Background: an optimization exercise with open tools, aiming at small area, a short achievable clock period and few clock cycles. Do not read the settings as production practice.
Function was checked by simulation only, so behaviour that the tests miss may differ from the original.

## build 47
Design secded_sm_core, start of the top module:
module secded_sm_core (
    input  wire        clk,
    input  wire        rst,
    input  wire [5:0]  enc_data,
    output wire [10:0] enc_chan,
    input  wire [10:0] dec_chan,
    output wire [5:0]  dec_data,
    output wire [1:0]  dec_outcome,
    input  wire        exec_valid,
    input  wire [5:0]  exec_word,
    output wire        exec_ready,
    output wire [1:0]  run_state,
    output wire        ovf,
    output wire [2:0]  err_cause,
    output wire [1:0]  top_tag,
    output wire [7:0]  top_data,
    output wire        ann_valid,
    output wire [7:0]  ann_data,
    input  wire        ann_ready
);
Size in the first run: ~2,500 cells after synthesis, roughly 72 I/O pins.
Settings: LEC_CHECK=0, ABC_AREA=1, CAP_MARGIN=30, CORE_MARGIN=2, CORE_UTILIZATION=40, SETUP_SLACK_MARGIN=4.5, SLEW_MARGIN=30; clock period 10.0 ns.
run.sh (not shown) runs the stock make flow with config.mk's settings and CLKGATE_MAP_FILE= SYNTH_SCRIPT=/design/flow/synth_recipe.tcl, a recipe that flattens the netlist after the stock synthesis.
Testbench counts of build 47, summed over its fixed seeds: cycles 20,982.
Inputs modified between build 47 and build 18:
- a change of SETUP_SLACK_MARGIN from 4.5 to 4.8
- a change of CORE_UTILIZATION from 40 to 50
From build 47 to build 18 the numbers moved as follows: final critical-path share of the clock period grew by 0.15 points, clock-buffer cell count grew by about 5%.
The routed wire length of build 18 and that of build 47 are within noise of each other.
Number of placement rows sits lower in build 18 than in build 47.
Inputs modified between build 18 and build 92:
- changing CORE_UTILIZATION from 50 to 45
- changing SETUP_SLACK_MARGIN from 4.8 to 4.5
## What came out
Build 18 finished every stage and its layout cleared the timing, design-rule and antenna checks. Both conditions hold for build 92: the flow ran to the end and the final layout passed the timing, design-rule and antenna checks. Build 92 vs. build 18: slew at the pin with the worst max-slew slack decreased by 0.018 ns relative to the old numbers; setup slack at placement went up by 0.12 ns; detailed route wirelength on metal2 went down by about 0.6%. A timing endpoint of the critical path of dec_data[4] is what build 18 shows, while dec_outcome[1] belongs to build 92. Build 92: total length of routed met3 wires about 15% below build 18. Against build 18, build 92 reports a number of setup buffers added after CTS that is higher. Relative area of clock buffers and inverters in the final design across build 18 and build 92: no real change. Compared with build 18, build 92 shows a lower share of cells above drive strength 1. | sum of routed wire length over all layers | build 92 vs build 18 | better |.
What build 5 does differently from build 92 at the input level:
- a change of SETUP_SLACK_MARGIN from 4.5 to 4.7
- a change of CORE_UTILIZATION from 45 to 55
Notes after the runs:
Wire length: build 5 vs build 92 up 2100 um
The flip-flop and latch count on build 5 is in line with that on build 92.
Modified inputs, build 1 compared to build 5
- CORE_UTILIZATION: 55 -> 50
- SETUP_SLACK_MARGIN: 4.7 -> 4.5
--- outcome ---
Both conditions hold for build 1: the flow ran to the end and the final layout passed the timing, design-rule and antenna checks. Wire length after detailed routing delta for build 1 relative to build 5: 1.9% lower. Delta (build 1 minus build 5): wire length of the first global-routing pass fell by about 3%; design area fell by 200 um^2; buffer and inverter count on the worst path fell by 2.

========
Setup of the reference run:
secded_sm_core, a different RTL version from the one above (not shown whole).
Size: roughly 2000 cells after synthesis, ~330 flip-flops, roughly 0.021 mm² of cells after synthesis.
Design secded_sm_core, start of the top module:
module secded_sm_core (
    input  wire        clk,
    input  wire        rst,
    input  wire [5:0]  enc_data,
    output wire [10:0] enc_chan,
    input  wire [10:0] dec_chan,
    output wire [5:0]  dec_data,
    output wire [1:0]  dec_outcome,
    input  wire        exec_valid,
    input  wire [5:0]  exec_word,
    output wire        exec_ready,
    output wire [1:0]  run_state,
    output wire        ovf,
    output wire [2:0]  err_cause,
    output wire [1:0]  top_tag,
    output wire [7:0]  top_data,
    output wire        ann_valid,
    output wire [7:0]  ann_data,
    input  wire        ann_ready
);
clock: 10.0 ns
lec_check: 0
cap_margin: 20
core_margin: 2
core_utilization: 60
setup_slack_margin: 4.5
slew_margin: 20
Testbench counts of the reference run, summed over its fixed seeds: cycles 21,074.
Setup changes, the reference run to the trial run
# the reference run
export LEC_CHECK = 0
export CAP_MARGIN = 20
export CORE_MARGIN = 2
export CORE_UTILIZATION = 60
export SETUP_SLACK_MARGIN = 4.5
export SLEW_MARGIN = 20
create_clock -name core_clock -period 10.0 [get_ports {clk}]
# the trial run
export LEC_CHECK = 0
export ABC_AREA = 1
export CAP_MARGIN = 30
export CORE_MARGIN = 2
export CORE_UTILIZATION = 55
export SETUP_SLACK_MARGIN = 4.5
export SLEW_MARGIN = 30
create_clock -name core_clock -period 10.0 [get_ports {clk}]
Notes after the runs:
Against the reference run, worst setup slack in the trial run came out better.
Count of clock-buffer cells in the layout (the trial run vs. the reference run) increases by a few percent
Between the reference run and the trial run, the sequential share of layout area is higher for the reference run.
Via count of the routed design (higher): the trial run
Looking at number of fill cells in the layout across the reference run and the trial run, the one that comes out higher is the trial run.
Maximum operating frequency (lower): the reference run
Of the reference run and the trial run, the trial run shows the lower post-synthesis average cell area, with the reference run above it.
Row data arrival time of the critical path: the trial run lower / the reference run higher
Sort the reference run and the trial run by number of vias per cell after detailed routing, descending, and the reference run comes first.

========
Another version of the RTL of secded_sm_core (not shown whole).
For scale: ~330 flip-flops, about 72 I/O pins, about 21000 µm² of cells after synthesis.
Settings: LEC_CHECK=0, CAP_MARGIN=20, CORE_MARGIN=2, CORE_UTILIZATION=70, SETUP_SLACK_MARGIN=4.5, SLEW_MARGIN=20; clock period 10.0 ns.
The starting point died in global routing.
Testbench counts at the start, summed over its fixed seeds: cycles 20,907.
Next try:
Settings changed: ABC_AREA set to 1, CORE_UTILIZATION 70 to 60.
With this change the flow produced a layout that fails on capacitance limit, slew limit.
Synthesized cell count climbs by 18%.
Synthesized area is higher by about 1.5%.
Next try:
Settings changed: ABC_AREA 1 to not set.
Effect: With this change the flow finished but failed the layout checks on slew limit. Maximum frequency decreases by 0.31%. Non-clock buffer count increases by 96. Cell count decreases by 11%. Clock skew decreases by 11 ps. Sequential share of layout area decreases by 1.3 points.

========
secded_sm_core, a different RTL version from the one above (not shown whole).
Size: about 2000 cells after synthesis, roughly 320 flip-flops, roughly 72 I/O pins, ~20000 um2 of cells after synthesis.
make LEC_CHECK=0 CAP_MARGIN=30 CORE_MARGIN=2 CORE_UTILIZATION=60 SETUP_SLACK_MARGIN=4.5 SLEW_MARGIN=30 finish   # period 10.0 ns
Testbench counts at the start, summed over its fixed seeds: cycles 20,982.
Rerun with:
ABC_AREA = 1   (was default)
CORE_UTILIZATION = 55   (was 60)
What happened: Hold slack is better by 24 ps; die area is higher by about a fifth; clock-buffer cell count is higher by 6; fmax is higher by a few percent; final area is higher by a few percent; utilization is lower by 7.8 points; final cell count is higher by a quarter to a third; register-to-register slack is better by 30 ps.

========
RTL: one of the versions met above, not the one the previous note started from.
For scale: roughly 2,500 cells after synthesis, about 72 I/O pins.
export LEC_CHECK = 0
export ABC_AREA = 1
export CAP_MARGIN = 30
export CORE_MARGIN = 2
export CORE_UTILIZATION = 45
export SETUP_SLACK_MARGIN = 4.6
export SLEW_MARGIN = 30
create_clock -name core_clock -period 10.0 [get_ports {clk}]
Testbench counts at the start, summed over its fixed seeds: cycles 20,982.
==> next run, changes <==
CORE_UTILIZATION = 55   (was 45)
SETUP_SLACK_MARGIN = 4.5   (was 4.6)
What happened:
- The new run ran to the end with no violations
- hold slack improved by 0.018 ns
- via count rose by 1.0%
- setup slack loses 0.059 ns
- cell count goes down by 3.2%
- register-to-register slack is better by 0.14 ns
- final area drops by 1.1%
- critical path depth is unchanged
- count of clock-buffer cells in the layout rose by 6
- non-clock buffer count is lower by 4

========
Another version of the RTL of secded_sm_core (not shown whole).
Size: roughly 330 flip-flops, about 72 I/O pins, ~0.021 mm² of cells after synthesis.
// secded_sm_core
module secded_sm_core (
    input  wire        clk,
    input  wire        rst,
    input  wire [5:0]  enc_data,
    output wire [10:0] enc_chan,
    input  wire [10:0] dec_chan,
    output wire [5:0]  dec_data,
    output wire [1:0]  dec_outcome,
    input  wire        exec_valid,
    input  wire [5:0]  exec_word,
    output wire        exec_ready,
    output wire [1:0]  run_state,
    output wire        ovf,
    output wire [2:0]  err_cause,
    output wire [1:0]  top_tag,
    output wire [7:0]  top_data,
    output wire        ann_valid,
    output wire [7:0]  ann_data,
    input  wire        ann_ready
);
    secded_codec u_codec (
        .enc_data    (enc_data),
        .enc_chan    (enc_chan),
        .dec_chan    (dec_chan),
        .dec_data    (dec_data),
        .dec_outcome (dec_outcome)
    );
    stack_machine u_sm (
        .clk        (clk),
        .rst        (rst),
        .exec_valid (exec_valid),
        .exec_word  (exec_word),
        .exec_ready (exec_ready),
        .run_state  (run_state),
        .ovf        (ovf),
        .err_cause  (err_cause),
        .top_tag    (top_tag),
        .top_data   (top_data),
        .ann_valid  (ann_valid),
        .ann_data   (ann_data),
        .ann_ready  (ann_ready)
    );
endmodule
Settings: LEC_CHECK=0, ABC_AREA=1, CAP_MARGIN=30, CORE_MARGIN=2, CORE_UTILIZATION=55, SETUP_SLACK_MARGIN=4.5, SLEW_MARGIN=30; clock period 10.0 ns.
The starting point went through all stages and came out clean.
Testbench counts at the start, summed over its fixed seeds: cycles 20,907.
Change:
ABC_AREA = not set   (was 1)
CAP_MARGIN = 20   (was 30)
CORE_UTILIZATION = 60   (was 55)
SLEW_MARGIN = 20   (was 30)
Effect: The changed run produced a clean layout. Setup slack gains 0.062 ns. Clock-buffer cell count falls by 11. Wire length grows by 14%. Worst hold slack gains 0.030 ns. Cell count is lower by 16%.

port drivers added, routing unchanged:
The results above use ideal ports. As a check the final layouts listed here were re-extracted and re-timed, cells and wires unchanged.
Step 1: set_driving_cell puts a clkbuf_16 on clk and a buf_2 on each other input, an assumption about the parent block.
Step 2, shift: input delay + t, output delay - t, t = (earliest + latest rising clock arrival at the registers) / 2. This alone moves slack from input paths to output paths.
Three values: ideal, step 1, step 2; two values: the first two.
run | t, ns | setup WS [ns] | latest minus earliest clock arrival (ns) | worst slew at a driven data input, ns | cell pins on the clock port's net
build 47 | 0.573 | 4.455 / 4.411 / 4.247 | 0.025 / 0.025 | 0.06 | 1
build 18 | 0.589 | 4.440 / 4.392 / 4.392 | 0.024 / 0.025 | 0.06 | 1
build 92 | 0.581 | 4.539 / 4.490 / 4.102 | 0.034 / 0.034 | 0.07 | 1
build 5 | 0.584 | 4.479 / 4.430 / 4.380 | 0.022 / 0.022 | 0.08 | 1
build 1 | 0.602 | 4.511 / 4.481 / 4.288 | 0.026 / 0.026 | 0.06 | 1
the reference run | 0.596 | 4.228 / 4.185 / 4.153 | 0.033 / 0.032 | 0.07 | 1
the trial run | 0.605 | 4.404 / 4.372 / 4.085 | 0.021 / 0.021 | 0.07 | 1
the second run of note 3 | 0.620 | 4.150 / 4.105 / 3.892 | 0.031 / 0.030 | 0.06 | 1
the third run of note 3 | 0.591 | 4.131 / 4.131 / 3.910 | 0.022 / 0.022 | 0.06 | 1
the first run of note 4 | 0.623 | 4.032 / 3.978 / 3.978 | 0.029 / 0.030 | 0.08 | 1
the second run of note 4 | 0.567 | 4.390 / 4.339 / 4.203 | 0.044 / 0.044 | 0.08 | 1
the first run of note 5 | 0.585 | 4.532 / 4.482 / 4.171 | 0.036 / 0.035 | 0.06 | 1
the second run of note 5 | 0.580 | 4.472 / 4.420 / 4.137 | 0.018 / 0.018 | 0.07 | 1
the first run of note 6 | 0.601 | 4.337 / 4.289 / 3.983 | 0.021 / 0.021 | 0.06 | 1
the second run of note 6 | 0.627 | 4.399 / 4.356 / 3.899 | 0.030 / 0.031 | 0.07 | 1
The setup slack of the second run of note 6, which loses most, moves by -0.043 ns with the drivers and by -0.500 ns with both steps.
